This design comes from an exercise in tuning for small area, a short achievable clock period and few clock cycles per item on the open sky130 flow, not from production work. Function was checked by simulation only, so behaviour that the tests miss may differ from the original.

==> flow/design.v (outline; a module is shown in full before it is edited, if it fits) <==
// module wt_adder: 42 lines
// module wt_add: 42 lines
// module wt_prod: 22 lines
// module wt_mulc: 814 lines
// module wt_front: 73 lines
// module wt_norm: 16 lines
// module wt_sine: 122 lines
// module wt_qrom: 135 lines
// module wt_drom: 134 lines
module wt_sine (
  input             clk,
  input             rst,
  input             in_valid,
  output            in_ready,
  input      [1:0]  in_op,
  input      [31:0] in_a,
  input      [31:0] in_b,
  output reg        out_valid,
  input             out_ready,
  output reg [31:0] out_data,
  output reg [1:0]  out_fault
);
  // ...
==> flow/run.sh <==
#!/bin/bash
# synth_recipe.tcl (not shown) runs the flow's synth.tcl, then flattens the netlist and writes it again
# the make line also repeats each setting of config.mk as NAME=value (left out here)
make -C /OpenROAD-flow-scripts/flow DESIGN_CONFIG=/design/flow/config.mk WORK_HOME=/design/flow/orfs CLKGATE_MAP_FILE= SYNTH_SCRIPT=/design/flow/synth_recipe.tcl finish
==> flow/config.mk <==
export PLATFORM = sky130hd
export DESIGN_NAME = wt_sine
export DESIGN_NICKNAME = wt_sine
export VERILOG_FILES = /design/flow/design.v
export SDC_FILE = /design/flow/constraint.sdc
export NUM_CORES = 4
export LEC_CHECK = 0
export ABC_AREA = 1
export CAP_MARGIN = 20
export CORE_MARGIN = 2
export CORE_UTILIZATION = 40
export PLACE_DENSITY = 0.55
export SLEW_MARGIN = 20
export SYNTH_MEMORY_MAX_BITS = 65536
==> flow/constraint.sdc <==
create_clock -name core_clock -period 100.0 [get_ports {clk}]
set_input_delay 20.0000 -clock core_clock [delete_from_list [all_inputs] [get_ports {clk}]]
set_output_delay 20.0000 -clock core_clock [all_outputs]
set_load 0.01 [all_outputs]
==> impl_metrics.ini, run 1 <==
[clock_tree]
clock_sinks = 236
clkTransAtPathRegs_ps = 70
cts_setup_buffers = 0

[finish]
drive_gt1_frac = 0.0505
clkCellAreaFrac = 0.0214
buf_share = 0.0425

[yosys]
seq_area_frac_synth = 0.170
syn_area_sq_mm = 0.0393
synth_xor_area_frac = 0.0820
ys_types = 76
synth_common_cells = nand2_1 (1,190), inv_1 (773), nand3_1 (424)

[worst_setup_path]
crit_required_ps = 80000
cp-start-kind = register
crit_buf_inv = 1
r2r_start = j2[7]$_DFFE_PN_

[timing]
rsz0062_at_grt = no
worst_pin_slew_ps = 1230
fin_ws_ps = 78530
finalSetupViolations = 0

[route]
drt-wirelength-per-cell_microns = 22.6
wl_microns = 155000
antenna_left = 0
wl_met1_microns = 66800
wl_met2_microns = 68000
drt-initial-drc-count = 4054

[run_status]
status = complete, no violations

[place]
placedCellCount = 6806
Testbench counts, summed over its fixed seeds: cycles 32,032, items 32,000.
==> module wt_add, before the edit <==
module wt_add (
  input  [22:0] qf,
  input         qz,
  input  [24:0] pm,
  input         pg,
  input         ps,
  input  [4:0]  dd,
  input         dbig,
  input  [7:0]  ea,
  input         sub,
  input         neg,
  output [31:0] y
);
  wire [27:0] px = {pm, pg, ps, 1'b0};
  wire [27:0] s1 = dd[0] ? {1'b0, px[27:2], px[1] | px[0]} : px;
  wire [27:0] s2 = dd[1] ? {2'b0, s1[27:3], |s1[2:0]} : s1;
  wire [27:0] s4 = dd[2] ? {4'b0, s2[27:5], |s2[4:0]} : s2;
  wire [27:0] s8 = dd[3] ? {8'b0, s4[27:9], |s4[8:0]} : s4;
  wire [27:0] s16 = dd[4] ? {16'b0, s8[27:17], |s8[16:0]} : s8;
  wire [27:0] pal = dbig ? {27'd0, |px} : s16;
  wire [27:0] xa = {1'b0, !qz, qf, 3'b000};
  wire [27:0] sum;
  wt_adder #(.W(28), .B(14)) u_sum (.a(xa), .b(pal ^ {28{sub}}), .ci(sub), .s(sum), .co());
  integer i;
  reg [4:0] lz;
  always @* begin
    lz = 5'd0;
    for (i = 0; i < 28; i = i + 1)
      if (sum[i]) lz = 5'd27 - i;
  end
  wire [4:0]  sh = qz ? {4'd0, !sum[27]} : lz;
  wire [27:0] v  = sum << sh;
  wire [7:0]  e  = ea + 8'd1 - {3'd0, sh};
  wire [23:0] m  = v[27:4];
  wire        up = v[3] & ((|v[2:0]) | m[0]);
  wire [23:0] mr;
  wire        mc;
  wt_adder #(.W(24), .B(24)) u_rnd (.a(m), .b(24'd0), .ci(up), .s(mr), .co(mc));
  wire [7:0]  e_out = mc ? e + 8'd1 : (mr[23] ? e : 8'd0);
  wire        zero  = (sum == 28'd0);
  assign y = zero ? 32'd0 : {neg, e_out, mr[22:0]};
endmodule
==> module wt_prod, before the edit <==
module wt_prod (
  input  [19:0]       df,
  input  [2:0]        de,
  input  [23:0]       g,
  input  signed [9:0] ef,
  input               nr,
  output [24:0]       pm,
  output              pg,
  output              ps,
  output signed [9:0] e0
);
  wire [44:0] p;
  wt_mulc u_mul (.a({1'b1, df}), .b(g), .p(p));
  wire [23:0] m  = p[44] ? p[44:21] : p[43:20];
  wire        gb = p[44] ? p[20] : p[19];
  wire        sb = (|p[18:0]) | (p[44] & p[19]);
  assign e0 = $signed({7'd0, de}) + ef - (p[44] ? 10'sd4 : 10'sd5);
  wire up = !nr & gb & (sb | m[0]);
  wt_adder #(.W(24), .B(12)) u_rnd (.a(m), .b(24'd0), .ci(up), .s(pm[23:0]), .co(pm[24]));
  assign pg = nr & gb;
  assign ps = nr & sb;
endmodule
==> module wt_sine, before the edit <==
module wt_sine (
  input             clk,
  input             rst,
  input             in_valid,
  output            in_ready,
  input      [1:0]  in_op,
  input      [31:0] in_a,
  input      [31:0] in_b,
  output reg        out_valid,
  input             out_ready,
  output reg [31:0] out_data,
  output reg [1:0]  out_fault
);
  reg        v1;
  reg [1:0]  op1;
  reg [31:0] a1, b1;
  reg        v2;
  reg [1:0]  f2;
  reg [8:0]  j2;
  reg [23:0] g2;
  reg signed [9:0] ef2;
  reg        v3;
  reg [1:0]  f3;
  reg [8:0]  j3;
  reg [24:0] pm3;
  reg        pg3, ps3;
  reg [4:0]  dd3;
  reg        dbig3;
  reg [7:0]  ea3;
  reg        sk_valid;
  reg [31:0] sk_data;
  reg [1:0]  sk_fault;
  reg        rdy;
  wire adv = !sk_valid;
  assign in_ready = rdy;
  wire [1:0]  f1;
  wire [8:0]  j1;
  wire [23:0] n1;
  wire [7:0]  bf1;
  wt_front u_front (.op(op1), .a(a1), .b(b1), .fault(f1), .j(j1), .n(n1), .bf(bf1));
  wire [23:0]       g1;
  wire signed [9:0] ef1;
  wt_norm u_norm (.n(n1), .bf(bf1), .g(g1), .ef(ef1));
  wire        odd2 = j2[7];
  wire [6:0]  m2   = odd2 ? ~j2[6:0] : j2[6:0];
  wire [7:0]  k2   = {1'b0, m2} + {7'd0, odd2};
  wire        qz2  = !odd2 && (j2[6:0] == 7'd0);
  wire [22:0] dv;
  wt_drom u_drom (.m(m2), .d(dv));
  wire [25:0] qv2;
  wt_qrom u_qrom2 (.k(k2), .q(qv2));
  wire [24:0]       pm2;
  wire              pg2, ps2;
  wire signed [9:0] e02;
  wt_prod u_prod (.df(dv[19:0]), .de(dv[22:20]), .g(g2), .ef(ef2), .nr(qz2),
                  .pm(pm2), .pg(pg2), .ps(ps2), .e0(e02));
  wire signed [9:0] ea2 = qz2 ? ((e02 < 10'sd1) ? 10'sd1 : e02) : $signed({7'd15, qv2[25:23]});
  wire signed [9:0] dd2 = ea2 - e02;
  wire        odd3 = j3[7];
  wire [6:0]  m3   = odd3 ? ~j3[6:0] : j3[6:0];
  wire [7:0]  k3   = {1'b0, m3} + {7'd0, odd3};
  wire        qz3  = !odd3 && (j3[6:0] == 7'd0);
  wire [25:0] qv3;
  wt_qrom u_qrom3 (.k(k3), .q(qv3));
  wire [31:0] r;
  wt_add u_add (.qf(qv3[22:0]), .qz(qz3), .pm(pm3), .pg(pg3), .ps(ps3), .dd(dd3), .dbig(dbig3),
                .ea(ea3), .sub(odd3), .neg(j3[8]), .y(r));
  wire [31:0] r3 = (f3 == 2'd0) ? r : 32'd0;
  wire take  = out_valid && out_ready;
  wire hfree = !out_valid || out_ready;
  wire push  = adv && v3;
  always @(posedge clk) begin
    if (adv) begin
      op1 <= in_op;
      a1 <= in_a;
      b1 <= in_b;
      f2 <= f1;
      j2 <= j1;
      g2 <= g1;
      ef2 <= ef1;
      f3 <= f2;
      j3 <= j2;
      pm3 <= pm2;
      pg3 <= pg2;
      ps3 <= ps2;
      dd3 <= dd2[4:0];
      dbig3 <= (dd2 > 10'sd27);
      ea3 <= ea2[7:0];
      sk_data <= r3;
      sk_fault <= f3;
    end
    if (hfree) begin
      out_data <= sk_valid ? sk_data : r3;
      out_fault <= sk_valid ? sk_fault : f3;
    end
  end
  always @(posedge clk) begin
    if (rst) begin
      v1 <= 1'b0;
      v2 <= 1'b0;
      v3 <= 1'b0;
      out_valid <= 1'b0;
      sk_valid <= 1'b0;
      rdy <= 1'b1;
    end else begin
      if (adv) begin
        v1 <= in_valid;
        v2 <= v1;
        v3 <= v2;
      end
      if (hfree)
        out_valid <= sk_valid || push;
      if (sk_valid) begin
        sk_valid <= !take;
        rdy <= take;
      end else begin
        sk_valid <= !hfree && push;
        rdy <= !(!hfree && push);
      end
    end
  end
endmodule
==> run 2: changes to the inputs <==
--- a/flow/design.v
+++ b/flow/design.v
@@ -38,74 +38,88 @@
       end
     end
   endgenerate
   assign co = bc[NB];
 endmodule
 module wt_add (
   input  [22:0] qf,
   input         qz,
-  input  [24:0] pm,
+  input  [23:0] pm,
+  input         up,
   input         pg,
   input         ps,
   input  [4:0]  dd,
   input         dbig,
   input  [7:0]  ea,
   input         sub,
   input         neg,
   output [31:0] y
 );
-  wire [27:0] px = {pm, pg, ps, 1'b0};
+  wire [27:0] px = {1'b0, pm, pg, ps, 1'b0};
   wire [27:0] s1 = dd[0] ? {1'b0, px[27:2], px[1] | px[0]} : px;
   wire [27:0] s2 = dd[1] ? {2'b0, s1[27:3], |s1[2:0]} : s1;
   wire [27:0] s4 = dd[2] ? {4'b0, s2[27:5], |s2[4:0]} : s2;
   wire [27:0] s8 = dd[3] ? {8'b0, s4[27:9], |s4[8:0]} : s4;
   wire [27:0] s16 = dd[4] ? {16'b0, s8[27:17], |s8[16:0]} : s8;
   wire [27:0] pal = dbig ? {27'd0, |px} : s16;
+  wire        near = !dbig && (dd[4:2] == 3'd0);           
+  wire [2:0]  mask = !near ? 3'b000 : (dd[1:0] == 2'd0) ? 3'b111 :
+                     (dd[1:0] == 2'd1) ? 3'b011 : (dd[1:0] == 2'd2) ? 3'b001 : 3'b000;
+  integer i;
+  reg [4:0] t1;                                             
+  always @* begin
+    t1 = 5'd24;
+    for (i = 23; i >= 0; i = i - 1)
+      if (!pm[i]) t1 = i;
+  end
+  wire        extra = up && !near && !dbig && ({1'b0, t1} + 6'd2 >= {1'b0, dd});
+  wire [27:0] pfx = {pal[27:1], pal[0] | (up & !near)};
+  wire [27:0] addend = pfx ^ {28{sub}} ^ {25'd0, mask & {3{up}}};
+  wire        cin = sub ^ (near ? up : extra);
   wire [27:0] xa = {1'b0, !qz, qf, 3'b000};
   wire [27:0] sum;
-  wt_adder #(.W(28), .B(14)) u_sum (.a(xa), .b(pal ^ {28{sub}}), .ci(sub), .s(sum), .co());
-  integer i;
+  wt_adder #(.W(28), .B(14)) u_sum (.a(xa), .b(addend), .ci(cin), .s(sum), .co());
   reg [4:0] lz;
   always @* begin
     lz = 5'd0;
     for (i = 0; i < 28; i = i + 1)
       if (sum[i]) lz = 5'd27 - i;
   end
   wire [4:0]  sh = qz ? {4'd0, !sum[27]} : lz;
   wire [27:0] v  = sum << sh;
   wire [7:0]  e  = ea + 8'd1 - {3'd0, sh};
   wire [23:0] m  = v[27:4];
-  wire        up = v[3] & ((|v[2:0]) | m[0]);
+  wire        rup = v[3] & ((|v[2:0]) | m[0]);
   wire [23:0] mr;
   wire        mc;
-  wt_adder #(.W(24), .B(24)) u_rnd (.a(m), .b(24'd0), .ci(up), .s(mr), .co(mc));
+  wt_adder #(.W(24), .B(24)) u_rnd (.a(m), .b(24'd0), .ci(rup), .s(mr), .co(mc));
   wire [7:0]  e_out = mc ? e + 8'd1 : (mr[23] ? e : 8'd0);
   wire        zero  = (sum == 28'd0);
   assign y = zero ? 32'd0 : {neg, e_out, mr[22:0]};
 endmodule
 module wt_prod (
   input  [19:0]       df,
   input  [2:0]        de,
   input  [23:0]       g,
   input  signed [9:0] ef,
   input               nr,
-  output [24:0]       pm,
+  output [23:0]       m,
+  output              up,
   output              pg,
   output              ps,
   output signed [9:0] e0
 );
   wire [44:0] p;
   wt_mulc u_mul (.a({1'b1, df}), .b(g), .p(p));
-  wire [23:0] m  = p[44] ? p[44:21] : p[43:20];
-  wire        gb = p[44] ? p[20] : p[19];
-  wire        sb = (|p[18:0]) | (p[44] & p[19]);
+  assign m = p[44] ? p[44:21] : p[43:20];
+  wire   gb = p[44] ? p[20] : p[19];
+  wire   sb = (|p[18:0]) | (p[44] & p[19]);
   assign e0 = $signed({7'd0, de}) + ef - (p[44] ? 10'sd4 : 10'sd5);
-  wire up = !nr & gb & (sb | m[0]);
-  wt_adder #(.W(24), .B(12)) u_rnd (.a(m), .b(24'd0), .ci(up), .s(pm[23:0]), .co(pm[24]));
+  assign up = !nr & gb & (sb | m[0]);
   assign pg = nr & gb;
   assign ps = nr & sb;
 endmodule
 module wt_mulc (input [20:0] a, input [23:0] b, output [44:0] p);
   wire pp0_0, pp0_1, pp0_2, pp0_3, pp0_4, pp0_5, pp0_6, pp0_7, pp0_8, pp0_9, pp0_10, pp0_11, pp0_12, pp0_13, pp0_14, pp0_15, pp0_16, pp0_17, pp0_18, pp0_19, pp0_20, pp0_21, pp0_22, pp0_23, pp0_24, pp1_0, pp1_1, pp1_2, pp1_3, pp1_4, pp1_5, pp1_6, pp1_7, pp1_8, pp1_9, pp1_10, pp1_11, pp1_12, pp1_13, pp1_14, pp1_15, pp1_16, pp1_17, pp1_18, pp1_19, pp1_20, pp1_21, pp1_22, pp1_23, pp1_24, pp2_0, pp2_1, pp2_2, pp2_3, pp2_4, pp2_5, pp2_6, pp2_7, pp2_8, pp2_9, pp2_10, pp2_11, pp2_12, pp2_13, pp2_14, pp2_15, pp2_16, pp2_17, pp2_18, pp2_19, pp2_20, pp2_21, pp2_22, pp2_23, pp2_24, pp3_0, pp3_1, pp3_2, pp3_3, pp3_4, pp3_5, pp3_6, pp3_7, pp3_8, pp3_9, pp3_10, pp3_11, pp3_12, pp3_13, pp3_14, pp3_15, pp3_16, pp3_17, pp3_18, pp3_19, pp3_20, pp3_21, pp3_22, pp3_23, pp3_24, pp4_0, pp4_1, pp4_2, pp4_3, pp4_4, pp4_5, pp4_6, pp4_7, pp4_8, pp4_9, pp4_10, pp4_11, pp4_12, pp4_13, pp4_14, pp4_15, pp4_16, pp4_17, pp4_18, pp4_19, pp4_20, pp4_21, pp4_22, pp4_23, pp4_24, pp5_0, pp5_1, pp5_2, pp5_3, pp5_4, pp5_5, pp5_6, pp5_7, pp5_8, pp5_9, pp5_10, pp5_11, pp5_12, pp5_13, pp5_14, pp5_15, pp5_16, pp5_17, pp5_18, pp5_19, pp5_20, pp5_21, pp5_22, pp5_23, pp5_24, pp6_0, pp6_1, pp6_2, pp6_3, pp6_4, pp6_5, pp6_6, pp6_7, pp6_8, pp6_9, pp6_10, pp6_11, pp6_12, pp6_13, pp6_14, pp6_15, pp6_16, pp6_17, pp6_18, pp6_19, pp6_20, pp6_21, pp6_22, pp6_23, pp6_24, pp7_0, pp7_1, pp7_2, pp7_3, pp7_4, pp7_5, pp7_6, pp7_7, pp7_8, pp7_9, pp7_10, pp7_11, pp7_12, pp7_13, pp7_14, pp7_15, pp7_16, pp7_17, pp7_18, pp7_19, pp7_20, pp7_21, pp7_22, pp7_23, pp7_24, pp8_0, pp8_1, pp8_2, pp8_3, pp8_4, pp8_5, pp8_6, pp8_7, pp8_8, pp8_9, pp8_10, pp8_11, pp8_12, pp8_13, pp8_14, pp8_15, pp8_16, pp8_17, pp8_18, pp8_19, pp8_20, pp8_21, pp8_22, pp8_23, pp8_24, pp9_0, pp9_1, pp9_2, pp9_3, pp9_4, pp9_5, pp9_6, pp9_7, pp9_8, pp9_9, pp9_10, pp9_11, pp9_12, pp9_13, pp9_14, pp9_15, pp9_16, pp9_17, pp9_18, pp9_19, pp9_20, pp9_21, pp9_22, pp9_23, pp9_24, pp10_0, pp10_1, pp10_2, pp10_3, pp10_4, pp10_5, pp10_6, pp10_7, pp10_8, pp10_9, pp10_10, pp10_11, pp10_12, pp10_13, pp10_14, pp10_15, pp10_16, pp10_17, pp10_18, pp10_19, pp10_20, pp10_21, pp10_22, pp10_23, pp10_24, t1, t2, t3, t4, t5, t6, t7, t8, t9, t10, t11, t12, t13, t14, t15, t16, t17, t18, t19, t20, t21, t22, t23, t24, t25, t26, t27, t28, t29, t30, t31, t32, t33, t34, t35, t36, t37, t38, t39, t40, t41, t42, t43, t44, t45, t46, t47, t48, t49, t50, t51, t52, t53, t54, t55, t56, t57, t58, t59, t60, t61, t62, t63, t64, t65, t66, t67, t68, t69, t70, t71, t72, t73, t74, t75, t76, t77, t78, t79, t80, t81, t82, t83, t84, t85, t86, t87, t88, t89, t90, t91, t92, t93, t94, t95, t96, t97, t98, t99, t100, t101, t102, t103, t104, t105, t106, t107, t108, t109, t110, t111, t112, t113, t114, t115, t116, t117, t118, t119, t120, t121, t122, t123, t124, t125, t126, t127, t128, t129, t130, t131, t132, t133, t134, t135, t136, t137, t138, t139, t140, t141, t142, t143, t144, t145, t146, t147, t148, t149, t150, t151, t152, t153, t154, t155, t156, t157, t158, t159, t160, t161, t162, t163, t164, t165, t166, t167, t168, t169, t170, t171, t172, t173, t174, t175, t176, t177, t178, t179, t180, t181, t182, t183, t184, t185, t186, t187, t188, t189, t190, t191, t192, t193, t194, t195, t196, t197, t198, t199, t200, t201, t202, t203, t204, t205, t206, t207, t208, t209, t210, t211, t212, t213, t214, t215, t216, t217, t218, t219, t220, t221, t222, t223, t224, t225, t226, t227, t228, t229, t230, t231, t232, t233, t234, t235, t236, t237, t238, t239, t240, t241, t242, t243, t244, t245, t246, t247, t248, t249, t250, t251, t252, t253, t254, t255, t256, t257, t258, t259, t260, t261, t262, t263, t264, t265, t266, t267, t268, t269, t270, t271, t272, t273, t274, t275, t276, t277, t278, t279, t280, t281, t282, t283, t284, t285, t286, t287, t288, t289, t290, t291, t292, t293, t294, t295, t296, t297, t298, t299, t300, t301, t302, t303, t304, t305, t306, t307, t308, t309, t310, t311, t312, t313, t314, t315, t316, t317, t318, t319, t320, t321, t322, t323, t324, t325, t326, t327, t328, t329, t330, t331, t332, t333, t334, t335, t336, t337, t338, t339, t340, t341, t342, t343, t344, t345, t346, t347, t348, t349, t350, t351, t352, t353, t354, t355, t356, t357, t358, t359, t360, t361, t362, t363, t364, t365, t366, t367, t368, t369, t370, t371, t372, t373, t374, t375, t376, t377, t378, t379, t380, t381, t382, t383, t384, t385, t386, t387, t388, t389, t390, t391, t392, t393, t394, t395, t396, t397, t398, t399, t400, t401, t402, t403, t404, t405, t406, t407, t408, t409, t410, t411, t412, t413, t414, t415, t416, t417, t418, t419, t420, t421, t422, t423, t424, t425, t426, t427, t428, t429, t430, t431, t432, t433, t434, t435, t436, t437, t438, t439, t440, t441, t442, t443, t444, t445, t446, t447, t448, t449, t450, t451, t452, t453, t454, t455, t456, t457, t458, t459, t460, t461, t462, t463, t464, t465, t466, t467, t468, t469, t470, t471, t472, t473, t474, t475, t476, t477, t478, t479, t480, t481, t482, t483, t484, t485, t486, t487, t488, t489, t490, t491, t492, t493, t494, t495, t496, t497, t498, t499, t500;
   wire one0 = a[0] ^ 1'b0;
   wire two0 = (a[1] & ~a[0] & ~1'b0) | (~a[1] & a[0] & 1'b0);
   wire neg0 = a[1];
@@ -911,17 +925,17 @@
   assign t495 = t412 ^ t413 ^ 1'b1;
   assign t496 = (t412 & t413) | (t412 & 1'b1) | (t413 & 1'b1);
   assign t497 = t414 ^ ~neg9 ^ pp10_23;
   assign t498 = (t414 & ~neg9) | (t414 & pp10_23) | (~neg9 & pp10_23);
   assign t499 = pp10_24 ^ 1'b1;
   assign t500 = pp10_24 & 1'b1;
   wire [44:0] x = {t498, t496, t494, t492, t490, t488, t486, t484, t482, t480, t478, t476, t474, t472, t470, t468, t466, t464, t462, t460, t458, t456, t454, t452, t450, t448, t446, t444, t442, t440, t438, t436, t434, t432, t430, t428, t426, t424, t422, t420, t418, t416, t415, pp0_1, pp0_0};
   wire [44:0] y = {t499, t497, t495, t493, t491, t489, t487, t485, t483, t481, t479, t477, t475, t473, t471, t469, t467, t465, t463, t461, t459, t457, t455, t453, t451, t449, t447, t445, t443, t441, t439, t437, t435, t433, t431, t429, t427, t425, t423, t421, t419, t417, neg1, 1'b0, neg0};
-  wt_adder #(.W(45), .B(12)) u_cpa (.a(x), .b(y), .ci(1'b0), .s(p), .co());
+  wt_adder #(.W(45), .B(15)) u_cpa (.a(x), .b(y), .ci(1'b0), .s(p), .co());
 endmodule
 module wt_front (
   input      [1:0]  op,
   input      [31:0] a,
   input      [31:0] b,
   output reg [1:0]  fault,
   output reg [8:0]  j,
   output reg [23:0] n,
@@ -1026,18 +1040,18 @@
   reg        v2;
   reg [1:0]  f2;
   reg [8:0]  j2;
   reg [23:0] g2;
   reg signed [9:0] ef2;
   reg        v3;
   reg [1:0]  f3;
   reg [8:0]  j3;
-  reg [24:0] pm3;
-  reg        pg3, ps3;
+  reg [23:0] pm3;
+  reg        up3, pg3, ps3;
   reg [4:0]  dd3;
   reg        dbig3;
   reg [7:0]  ea3;
   reg        sk_valid;
   reg [31:0] sk_data;
   reg [1:0]  sk_fault;
   reg        rdy;
   wire adv = !sk_valid;
@@ -1053,31 +1067,31 @@
   wire        odd2 = j2[7];
   wire [6:0]  m2   = odd2 ? ~j2[6:0] : j2[6:0];
   wire [7:0]  k2   = {1'b0, m2} + {7'd0, odd2};
   wire        qz2  = !odd2 && (j2[6:0] == 7'd0);
   wire [22:0] dv;
   wt_drom u_drom (.m(m2), .d(dv));
   wire [25:0] qv2;
   wt_qrom u_qrom2 (.k(k2), .q(qv2));
-  wire [24:0]       pm2;
-  wire              pg2, ps2;
+  wire [23:0]       pm2;
+  wire              up2, pg2, ps2;
   wire signed [9:0] e02;
   wt_prod u_prod (.df(dv[19:0]), .de(dv[22:20]), .g(g2), .ef(ef2), .nr(qz2),
-                  .pm(pm2), .pg(pg2), .ps(ps2), .e0(e02));
+                  .m(pm2), .up(up2), .pg(pg2), .ps(ps2), .e0(e02));
   wire signed [9:0] ea2 = qz2 ? ((e02 < 10'sd1) ? 10'sd1 : e02) : $signed({7'd15, qv2[25:23]});
   wire signed [9:0] dd2 = ea2 - e02;
   wire        odd3 = j3[7];
   wire [6:0]  m3   = odd3 ? ~j3[6:0] : j3[6:0];
   wire [7:0]  k3   = {1'b0, m3} + {7'd0, odd3};
   wire        qz3  = !odd3 && (j3[6:0] == 7'd0);
   wire [25:0] qv3;
   wt_qrom u_qrom3 (.k(k3), .q(qv3));
   wire [31:0] r;
-  wt_add u_add (.qf(qv3[22:0]), .qz(qz3), .pm(pm3), .pg(pg3), .ps(ps3), .dd(dd3), .dbig(dbig3),
+  wt_add u_add (.qf(qv3[22:0]), .qz(qz3), .pm(pm3), .up(up3), .pg(pg3), .ps(ps3), .dd(dd3), .dbig(dbig3),
                 .ea(ea3), .sub(odd3), .neg(j3[8]), .y(r));
   wire [31:0] r3 = (f3 == 2'd0) ? r : 32'd0;
   wire take  = out_valid && out_ready;
   wire hfree = !out_valid || out_ready;
   wire push  = adv && v3;
   always @(posedge clk) begin
     if (adv) begin
       op1 <= in_op;
@@ -1085,16 +1099,17 @@
       b1 <= in_b;
       f2 <= f1;
       j2 <= j1;
       g2 <= g1;
       ef2 <= ef1;
       f3 <= f2;
       j3 <= j2;
       pm3 <= pm2;
+      up3 <= up2;
       pg3 <= pg2;
       ps3 <= ps2;
       dd3 <= dd2[4:0];
       dbig3 <= (dd2 > 10'sd27);
       ea3 <= ea2[7:0];
       sk_data <= r3;
       sk_fault <= f3;
     end
==> run 2 against run 1 <==
Worst hold slack lost 26 ps. Synthesized cell count is essentially flat. Count of clock-buffer cells in the layout shrank 3. Die area shrank 1.1%. Maximum frequency shrank 0.11%. Final cell count grew 0.41%. Routed wire length grew 1.5%. Largest cell class unchanged. Highest routed layer is now met5.
==> impl_metrics.ini, run 2 <==
[floorplan]
die_y_microns = 316
die_w_microns = 316
core_sq_mm = 0.0964
ios = 106
start_util = 0.403
dieArea_sq_mm = 0.0997
num_rows = 114

[worst_setup_path]
crit_type = reg2out
critPathMaxFanout = 3
cpPeakStageDelay_ps = 540
crit_required_ps = 80000
end_kind = output port
cp_cell_sequence = clkdlybuf4s50_1
crit_buf_inv = 1
critPathSlowestCell = clkdlybuf4s50_1
cp_top_family = buffers and inverters
cp-start-kind = register
crit_arrival_ps = 1490

[yosys]
seq_area_frac_synth = 0.172
ys_types = 76
synth.top_cell.area_share = 0.151
syn_nets = 6172
synth_most_common_cell = nand2_1
ys_ff_latch = 236
async_flop_share = 0
synth_ff_type = edfxtp_1
synth_cells = 5637
synth_warnings = 6
synth_common_cells = nand2_1 (1,207), inv_1 (792), o21ai_0 (437)
synthTopCellsByArea = edfxtp_1 (15%), fa_1 (13%), nand2_1 (12%)
avgSynthCellArea_sq_um = 6.89
synth_edf_count = 196
syn_area_sq_mm = 0.0389
yosysTopAreaCell = edfxtp_1

[timing]
hold_violations = 0
fin_crit_ps = 21490
worst_pin_slew_ps = 1060
fin_tns_setup_ps = 0
fin_ws_ps = 78510
slew_headroom = 0.288
timing.final.max_slew_violations = 0
clock.fmax_ghz = 0.0465
finalCritPeriodShare = 0.215
fin_worst_skew_ps = 24.4
rsz0062_at_grt = no
finalSetupViolations = 0

[clock_tree]
clkTransAtPathRegs_ps = 60
cts_inserted_buffers = 29
cts_max_level = 1
cts_tree = done
cts_resized = 0
clock_sinks = 236
ctsHoldBuffers = 0
cts_setup_buffers = 0
root_buffer = clkbuf_16
max-clock-path-buffers = 3
clkLatencyLatePin_ps = 620

[finish]
multi_input_comb_area_sq_mm = 0.0278
n_fill_cell = 10365
final_cell_mix = nand2_1 (1,207), inv_1 (792), o21ai_0 (437)
layout_commonest_cell = nand2_1
syn_to_final_growth_pct = 8.36
regArea_sq_mm = 0.00669
nNetsFinal = 6121
drive_gt1_frac = 0.0489

[place]
place_congestion = 1.02
portBuffers = 105
hpwl_microns = 120000
dpl_worst_slack_ps = 78560

[route]
drt-initial-drc-count = 4264
drc = 0
wl_microns = 157000
vias = 39934
vias_per_cell = 5.80
drt-wirelength-per-cell_microns = 22.8
antenna_left = 0
dr.pass1.iters = 6

[grt]
antenna_found_initial = 1
track_usage = 0.312
grt_pass1_vias = 38302
grt_max_degree = 99
grt_pass1_wl_microns = 239000
grt_overflow = 0

[run_status]
status = complete, no violations

[flow_run]
max-cap-violations = 0

[min_path]
hold_path_class = reg2reg
## run 2: cell type report
cell class              count  area share
clock buffers              32      0.0185
multi-input cells        4274       0.660
inverters                 830      0.0742
repair buffers            215      0.0447
well taps                1276      0.0379
flip-flops and latches    236       0.159
diodes                      1   0.0000594
clock inverters            22     0.00597
## run 2: metal layers
metal	global-route usage	routed length, microns	vias up
met5	0	12	-
met4	0.117	6600	2
met3	0.0378	11800	337
met2	0.502	70500	1830
met1	0.430	68300	19023
li1	-	-	18742
## run 2: metrics by stage
stage	instances	util	cell area (sq um)	hold WS, ps
floorplan	5637	-	38900	400
global placement	6829	0.426	41000	417
detailed placement	6829	0.426	41000	417
CTS	6883	0.436	42100	432
global route	6885	0.437	42100	438
finish	6886	0.437	42100	431
## run 2: final timing paths
kind | from | to | slack (ps) | cells after the start
worst max-delay path | out_valid$_SDFFE_PP0P_ | out_valid | 78510 | 1
worst min-delay path | f2[1]$_SDFFCE_PP0N_ | f3[1]$_DFFE_PN_ | 430 | 0
worst max register to register | j2[7]$_DFFE_PN_ | dbig3$_DFFE_PN_ | 79720 | 80
worst min register to register | f2[1]$_SDFFCE_PP0N_ | f3[1]$_DFFE_PN_ | 430 | 0
## run 2: logic make-up after synthesis
group	synth area share
AND/OR/NAND/NOR	0.247
AO/OA/AOI/OAI	0.182
buffers and inverters	0.114
adder cells (fa/ha/maj)	0.197
XOR/XNOR	0.0820
flip-flops	0.172
multiplexers	0.00489
Testbench counts of run 2, summed over its fixed seeds: cycles 32,032, items 32,000.

## re-timing with driven ports
The results above use ideal ports. As a check the final layouts listed here were re-extracted and re-timed, cells and wires unchanged. Step 1: set_driving_cell puts a clkbuf_16 on clk and a buf_2 on each other input, an assumption about the parent block. Step 2 times the ports against the registers' clock, not the clock port: input delays grow and output delays shrink by t, the midpoint of the rising clock arrivals with the driver on. Three values: no drivers, after step 1, after step 2; two values: the first two.
run | shift t [ns] | setup WS [ns] | worst setup path at the end
run 1 | 0.643 | 78.530 / 78.464 / 78.576 | input to register
run 2 | 0.680 | 78.506 / 78.437 / 78.555 | input to register
After both steps setup and hold are still met in every run listed.
